What follows belongs to an exercise in optimizing a design on an open flow for small area, a short achievable clock period and few clock cycles per item; a production flow would make more cautious choices. Only simulation tests tie the RTL to the original design; equivalence was not proved. No activity file was given, so power comes from the tool's default toggle rates.

// b128codec
module b128codec (
    input  wire       clk,
    input  wire       rst,
    input  wire       cmd_valid,
    input  wire [1:0] cmd_op,
    output wire [1:0] status_state,
    output wire [1:0] status_err,
    input  wire       in_valid,
    input  wire [7:0] in_data,
    input  wire       in_end,
    output wire       in_ready,
    output wire       out_valid,
    output wire [7:0] out_data,
    input  wire       out_ready
);
    localparam [1:0] ST_IDLE = 2'd0, ST_BUSY = 2'd1, ST_DONE = 2'd2, ST_ERROR = 2'd3;
    localparam [1:0] ERR_NONE = 2'd0, ERR_INVALID = 2'd1, ERR_MALFORMED = 2'd2;
    localparam [1:0] OP_ENC7 = 2'd0, OP_DEC7 = 2'd1, OP_ENC192 = 2'd2, OP_DEC192 = 2'd3;
    localparam [7:0] PAD_CHAR = 8'h21;
    localparam [1:0] RM_HOLD = 2'd0, RM_SHIFT = 2'd1, RM_ENC = 2'd2, RM_HOR = 2'd3;
    function [7:0] alook;
        input [7:0] d;
        begin
            case (d)
            8'd0: alook = 8'h23;
            8'd1: alook = 8'h24;
            8'd2: alook = 8'h25;
            8'd3: alook = 8'h26;
            8'd4: alook = 8'h27;
            8'd5: alook = 8'h28;
            8'd6: alook = 8'h29;
            8'd7: alook = 8'h2A;
            8'd8: alook = 8'h2B;
            8'd9: alook = 8'h2C;
            8'd10: alook = 8'h2D;
            8'd11: alook = 8'h2E;
            8'd12: alook = 8'h2F;
            8'd13: alook = 8'h30;
            8'd14: alook = 8'h31;
            8'd15: alook = 8'h32;
            8'd16: alook = 8'h33;
            8'd17: alook = 8'h34;
            8'd18: alook = 8'h35;
            8'd19: alook = 8'h36;
            8'd20: alook = 8'h37;
            8'd21: alook = 8'h38;
            8'd22: alook = 8'h39;
            8'd23: alook = 8'h3A;
            8'd24: alook = 8'h3B;
            8'd25: alook = 8'h3C;
            8'd26: alook = 8'h3D;
            8'd27: alook = 8'h3E;
  ...
Settings: LEC_CHECK=0, ABC_CLOCK_PERIOD_IN_PS=4000, CAP_MARGIN=20, CORE_MARGIN=2, CORE_UTILIZATION=50, SETUP_SLACK_MARGIN=5, SLEW_MARGIN=20; clock period 12.0 ns.
run.sh (not shown) runs the stock make flow with config.mk's settings and CLKGATE_MAP_FILE= SYNTH_SCRIPT=/design/flow/synth_recipe.tcl, a recipe that flattens the netlist after the stock synthesis.
Testbench counts at the start, summed over its fixed seeds: cycles 30,977, bytes 41,065.
Change:
--- a/flow/design.v
+++ b/flow/design.v
@@ -573,19 +573,19 @@
     reg         bad_q, mal_q, pb_q, lpad_q, lhi_q;
     reg  [6:0]  ldig_q;
     reg  [3:0]  nwr_q;
     reg         act_q, padf_q;                   
     reg  [4:0]  rem_q;                           
     reg  [4:0]  dc_q;                            
     reg  [15:0] m_q;                             
     reg         up_q;                            
     reg  [4:0]  ul_q;
-    reg         errp_q, fin_q;
+    reg         errp_q;
     reg  [1:0]  errc_q;
     wire busy = (state_q == ST_BUSY);
     assign status_state = state_q;
     assign status_err   = err_q;
     assign in_ready     = ir_q;
     assign out_valid    = ov_q;
     assign out_data     = od_q;
     wire take     = ir_q & in_valid;
     wire take_d   = take & ~in_end;
@@ -647,19 +647,18 @@
         wbase = wp_q; wdec = 1'b0; e_padf = 1'b0; e_last = 1'b0;
         if (!busy) begin
             if (cmd_valid) begin
                 n_state = ST_BUSY; n_err = ERR_NONE; n_op = cmd_op;
                 n_wp = 5'd0; n_rc = 5'd0; n_cnt = 5'd0; n_end = 1'b0;
                 n_ov = 1'b0; n_ir = 1'b1;
                 n_mask = 7'd0; n_trl = 1'b0; n_oi = 3'd0;
                 n_bad = 1'b0; n_mal = 1'b0; n_pb = 1'b0; n_lpad = 1'b0; n_lhi = 1'b0;
                 n_nwr = 4'd0; n_act = 1'b0; n_up = 1'b0; n_errp = 1'b0; n_errc = ERR_NONE;
-                fin = 1'b0;
                 n_m = 16'd0;
             end
         end else begin
             case (op_q)
             OP_ENC7: begin
                 if (wp_q != 5'd0 && out_free) begin
                     oload = 1'b1; odata = alook(al_in); rmode = RM_SHIFT;
                 end
                 wdec = oload;
@@ -795,23 +794,22 @@
                 end else if (take_e && cnt_q != 5'd0) begin
                     n_errp = 1'b1; n_errc = ERR_MALFORMED;
                 end
                 n_wp = ws + {4'd0, wcnt};
                 fin = (n_errp | (n_end & n_cnt == 5'd0 & ~n_up)) & (n_rc == 5'd0);
                 n_ir = ~n_end & ~n_errp & ~n_up & (n_wp <= 5'd15);
             end
             endcase
             if (oload) n_ov = 1'b1;
-            if (fin_q && !(ov_q && !out_ready)) begin
-                n_state = errp_q ? ST_ERROR : ST_DONE;
-                n_err   = errp_q ? errc_q : ERR_NONE;
+            if (fin && !n_ov) begin
+                n_state = n_errp ? ST_ERROR : ST_DONE;
+                n_err   = n_errp ? n_errc : ERR_NONE;
                 n_ir    = 1'b0;
-                fin     = 1'b0;
             end
         end
     end
     wire [119:0] Y;
     generate
         for (gi = 0; gi < 15; gi = gi + 1) begin : g_y
             assign Y[8*gi +: 8] = s_q[gi] & {8{m_q[gi]}};
         end
     endgenerate
@@ -871,45 +869,51 @@
                     hg[hi] = hg[hi] | (hp[hi] & hg[((hi >> hl) << hl) - 1]);
                     hp[hi] = hp[hi] & hp[((hi >> hl) << hl) - 1];
                 end
         hs[0] = ~hpp[0];
         for (hi = 1; hi < 128; hi = hi + 1) hs[hi] = hpp[hi] ^ hg[hi-1];
     end
     assign hor_x = hs;
     wire [127:0] qx = {14'd0, enc_q};
     integer i;
+    reg [15:0] s_en;
+    reg [7:0]  s_d [0:15];
+    reg        sel_w, sel_s, sel_q, sel_h;
+    always @* begin
+        for (i = 0; i < 16; i = i + 1) begin
+            sel_w = we[i];
+            sel_h = ~we[i] & (rmode == RM_HOR);
+            sel_q = ~we[i] & (rmode == RM_ENC) & sm_n[i];
+            sel_s = ~we[i] & ((rmode == RM_SHIFT) | ((rmode == RM_ENC) & ~sm_n[i]));
+            s_en[i] = we[i] | (rmode != RM_HOLD);
+            s_d[i] = ({8{sel_w}} & wdata) | ({8{sel_h}} & hor_x[8*i +: 8]) |
+                     ({8{sel_q}} & qx[8*i +: 8]) |
+                     ({8{sel_s}} & ((i < 15) ? s_q[(i + 1) % 16] : 8'd0));
+        end
+    end
     reg [16:0] bh;
     reg [15:0] we;
     always @* begin
         for (i = 0; i < 17; i = i + 1) bh[i] = (wbase == i[4:0]);
         for (i = 0; i < 16; i = i + 1) we[i] = wr & (wdec ? bh[i+1] : bh[i]);
     end
     always @(posedge clk) begin
-        for (i = 0; i < 16; i = i + 1) begin
-            if (we[i])
-                s_q[i] <= wdata;
-            else case (rmode)
-                RM_SHIFT: s_q[i] <= (i < 15) ? s_q[(i + 1) % 16] : 8'd0;
-                RM_ENC:   s_q[i] <= sm_n[i] ? qx[8*i +: 8]
-                                            : ((i < 15) ? s_q[(i + 1) % 16] : 8'd0);
-                RM_HOR:   s_q[i] <= hor_x[8*i +: 8];
-                default:  ;
-            endcase
-        end
+        for (i = 0; i < 16; i = i + 1)
+            if (s_en[i]) s_q[i] <= s_d[i];
         if (oload) od_q <= odata;
         wp_q <= n_wp; rc_q <= n_rc; cnt_q <= n_cnt; end_q <= n_end;
         mask_q <= n_mask; trl_q <= n_trl; oi_q <= n_oi;
         bad_q <= n_bad; mal_q <= n_mal; pb_q <= n_pb; lpad_q <= n_lpad; lhi_q <= n_lhi;
         ldig_q <= n_ldig; nwr_q <= n_nwr;
         act_q <= n_act; padf_q <= n_padf; rem_q <= n_rem;
         dc_q <= n_dc; m_q <= n_m;
         up_q <= n_up; ul_q <= n_ul;
-        errp_q <= n_errp; errc_q <= n_errc; fin_q <= fin;
+        errp_q <= n_errp; errc_q <= n_errc;
         op_q <= n_op;
         if (rst) begin
             state_q <= ST_IDLE;
             err_q   <= ERR_NONE;
             ov_q    <= 1'b0;
             ir_q    <= 1'b0;
         end else begin
             state_q <= n_state;
             err_q   <= n_err;
The changed run passed the timing, DRC and antenna checks.
Utilization grows by 0.23 points.
Cell area shrinks by 3.8%.
Die area shrinks by about 4%.
First-iteration DRC count shrinks by 9.6%.
Via count shrinks by about 5.6%.
Power shrinks by about 0.8%.
Flip-flop and latch count shrinks by 1.
Clock skew shrinks by 0.0073 ns.
Maximum frequency shrinks by 1.4%.
Register-to-register slack loses 0.098 ns.
Testbench counts after the change, summed over its fixed seeds: cycles 30,977, bytes 41,065.

-- port drivers added, routing unchanged --
In the flow no input, the clock included, has a driving cell. The finished layouts below were timed again as built, in two steps.
Step 1 sets driving cells, clkbuf_16 on the clock port and buf_2 on the other inputs (assumed; they add their load-dependent delay and slew).
Step 2 moves the port delays by t, midway between the first and last clock arrival at a register: inputs arrive t later, outputs are due t later. That takes back most of the time a late clock gives input paths.
a / b / c = no drivers / after step 1 / after step 2; a / b = the first two.
run | t (ns) | setup slack, ns | latest minus earliest clock arrival (ns) | worst register clock-pin slew, ns
the first run | 0.619 | 5.233 / 5.233 / 4.732 | 0.024 / 0.024 | 0.06 / 0.06
the second run | 0.680 | 5.134 / 5.134 / 4.555 | 0.017 / 0.016 | 0.07 / 0.07
After both steps every run listed still meets setup and hold. For the second run, which loses most, drivers alone change the setup slack by 0.000 ns; drivers and shift together by -0.579 ns.
